This design comes from an exercise in tuning for small area on the open sky130 flow, not from production work.
The RTL was checked by simulation tests, not by an equivalence proof against the original design.
Power figures rest on the tool's default switching activity, not on a simulated workload.

10-19:
==> flow/design.v (excerpt) <==
module topo_discovery (
    input  wire          clk,
    input  wire          rst,
    input  wire [15:0]   now,
    input  wire          hw_valid,
    input  wire [7:0]    hw_len,
    input  wire [23:0]   hw_data,
    input  wire          hr_valid,
    output reg  [7:0]    hr_data,
    output wire          sel_n,
    output reg           xf_valid,
    output wire [4:0]    xf_len,
    output wire [71:0]   xf_tx,
    input  wire [71:0]   xf_rx,
    output reg           irq_n
);
    localparam [2:0] S_READY  = 3'd0;
    localparam [2:0] S_PRE    = 3'd1;
    localparam [2:0] S_POST   = 3'd2;
    localparam [2:0] S_UPDATE = 3'd3;
    localparam [2:0] S_PACE   = 3'd4;
    localparam [2:0] S_FAULT  = 3'd5;
    localparam [1:0] B_IDLE   = 2'd0;
    localparam [1:0] B_ACTIVE = 2'd1;
    localparam [1:0] B_AWAIT  = 2'd2;
    localparam [1:0] B_AVAIL  = 2'd3;
    reg [13:0]  prev_now;
    reg [2:0]   st;
    reg         sf;             
    reg [3:0]   cnt;            
    reg         lz;             
    reg [4:0]   e_eng;          
    reg [15:0]  pace_e;         
    reg [63:0]  mask;
    reg [63:0]  bank_a;
    reg [63:0]  bank_b;
    reg         cur;            
    reg [111:0] qm;             
    reg [4:0]   wptr;           
    reg [4:0]   cptr;           
    reg [4:0]   rptr;
    reg         pend;           
  ...
Settings: LEC_CHECK=0, CAP_MARGIN=5, CORE_MARGIN=2, CORE_UTILIZATION=55, CTS_BUF_LIST=sky130_fd_sc_hd__clkbuf_4, PLACE_DENSITY=0.75, SLEW_MARGIN=5; clock period 100.0 ns.
standard.sh (not shown) runs the stock make flow with config.mk's settings and CLKGATE_MAP_FILE= SYNTH_SCRIPT=/design/flow/synth_recipe.tcl, a recipe that flattens the netlist after the stock synthesis.
==> flow/flow/run.sh <==
#!/bin/bash
# Standard synthesis, then an area re-map of its combinational logic (same
# registers), then the standard layout with the smallest buffer on the ports.
set -euo pipefail
here=$(pwd)
res=$here/orfs/results/$FLOW_PLATFORM/topo_discovery/base

bash standard.sh synth > make_synth.log 2>&1

cp $res/1_2_yosys.v $here/1_2_yosys.standard.v
export REMAP_LIB=$FLOW_HOME/platforms/$FLOW_PLATFORM/lib/sky130_fd_sc_hd__tt_025C_1v80.lib
export REMAP_TOP=$FLOW_TOP
export REMAP_IN=$here/1_2_yosys.standard.v
export REMAP_OUT=$here/1_2_yosys.remap.v
export REMAP_SCRIPT=$here/flow/remap.abc
export REMAP_DONT_USE="$(sed -n '/DONT_USE_CELLS += /,/^#/p' $FLOW_HOME/platforms/$FLOW_PLATFORM/config.mk | grep -o 'sky130_fd_sc_hd__[a-z0-9_]*' | tr '\n' ' ')"
yosys -c flow/remap.tcl > yosys_remap.log 2>&1
cp $REMAP_OUT $res/1_2_yosys.v
rm -f $res/1_synth.odb $res/1_synth.sdc

bash standard.sh "BUFFER_PORTS_ARGS=-buffer_cell sky130_fd_sc_hd__buf_1" \
    "CTS_ARGS=-sink_clustering_enable -repair_clock_nets -dont_use_dummy_load -buf_list sky130_fd_sc_hd__clkbuf_16 -sink_clustering_size 28 -sink_clustering_max_diameter 80" \
    finish > make_finish.log 2>&1
==> flow/flow/remap.abc <==
strash; ifraig; scorr; dc2; strash; &get -n; &deepsyn -T 60; &dch -f; &nf -R 1000; &put
==> flow/flow/remap.tcl <==
# Re-map the combinational logic of the standard synthesis netlist for area.
# Flip-flops and tie cells are kept as they are (same instances, names and
# cell types); only the gates between them are re-synthesized by ABC.
yosys -import
set lib $::env(REMAP_LIB)
read_liberty -ignore_miss_func $lib
foreach m [list sky130_fd_sc_hd__*df* sky130_fd_sc_hd__*dl* sky130_fd_sc_hd__conb_1] {
    yosys blackbox $m
}
read_verilog $::env(REMAP_IN)
hierarchy -top $::env(REMAP_TOP)
flatten
opt -purge
set du {}
foreach c $::env(REMAP_DONT_USE) { lappend du -dont_use $c }
abc -liberty $lib {*}$du -script $::env(REMAP_SCRIPT)
opt_clean -purge
# a second pass on the mapped gates finds a little more
abc -liberty $lib {*}$du -script $::env(REMAP_SCRIPT)
opt_clean -purge
hilomap -singleton -hicell sky130_fd_sc_hd__conb_1 HI -locell sky130_fd_sc_hd__conb_1 LO
insbuf -buf sky130_fd_sc_hd__buf_4 A X
opt_clean -purge
stat -liberty $lib
write_verilog -noattr -noexpr -nohex -nodec $::env(REMAP_OUT)
Per the final summary, 10-19 finished and its layout is clean on timing, DRC and antenna.
--- input diff 10-19..08-22 ---
--- a/flow/flow/run.sh
+++ b/flow/flow/run.sh
@@ -22 +22 @@
-    "CTS_ARGS=-sink_clustering_enable -repair_clock_nets -dont_use_dummy_load -buf_list sky130_fd_sc_hd__clkbuf_16 -sink_clustering_size 28 -sink_clustering_max_diameter 80" \
+    "CTS_ARGS=-sink_clustering_enable -repair_clock_nets -dont_use_dummy_load -buf_list sky130_fd_sc_hd__clkbuf_8 -sink_clustering_size 20 -sink_clustering_max_diameter 60" \
==> run summary <==
Looking at worst path setup slack after routing, 08-22 sits 1.07 ns below 10-19. Summary: with 10-19 as the reference, post-synthesis average cell area in 08-22 moved up slightly. Switching share of power sits higher in 08-22 than in 10-19. Diff 10-19 -> 08-22 | relative contribution of combinational cells to total power | increase of 0.6 points. Going from 10-19 to 08-22, post-place setup slack shrinks by 1.26 ns. The via count reported for 08-22 is higher than the one for 10-19. Higher maximum frequency was reported by 10-19, not 08-22. Portion of total power attributed to the clock network down 2.0 points in 08-22 wrt 10-19. Comparing 10-19 and 08-22, total power is higher on 10-19. Area growth from synthesis to final layout: 08-22 vs 10-19 — no meaningful difference. Against 10-19, 08-22 reports a critical path depth that is lower.

## static timing again, ports no longer ideal
The flow's constraints put no driver on any port. The routed layouts listed below were extracted and timed again, unchanged, in two steps. Step 1 (the two cells are an assumption about what drives the block):
set clk [get_ports {clk}]
set_driving_cell -lib_cell sky130_fd_sc_hd__clkbuf_16 $clk
set_driving_cell -lib_cell sky130_fd_sc_hd__buf_2 [delete_from_list [all_inputs] $clk]
Step 2 moves the port delays by t, midway between the first and last clock arrival at a register: inputs arrive t later, outputs are due t later. That takes back most of the time a late clock gives input paths. a / b / c = ideal / step 1 / step 2; a / b = the first two.
run	shift t [ns]	slack for setup (ns)	hold WS [ns]	worst setup path at the end	worst register clock-pin slew, ns
10-19	0.601	73.141 / 73.165 / 72.564	0.485 / 0.485 / 0.485	input to register	0.11 / 0.11
08-22	0.668	72.073 / 72.104 / 71.436	0.495 / 0.495 / 0.495	input to register	0.12 / 0.12
After both steps setup and hold are still met in every run listed. The setup slack of 08-22, which loses most, moves by +0.031 ns with the drivers and by -0.637 ns with both steps.
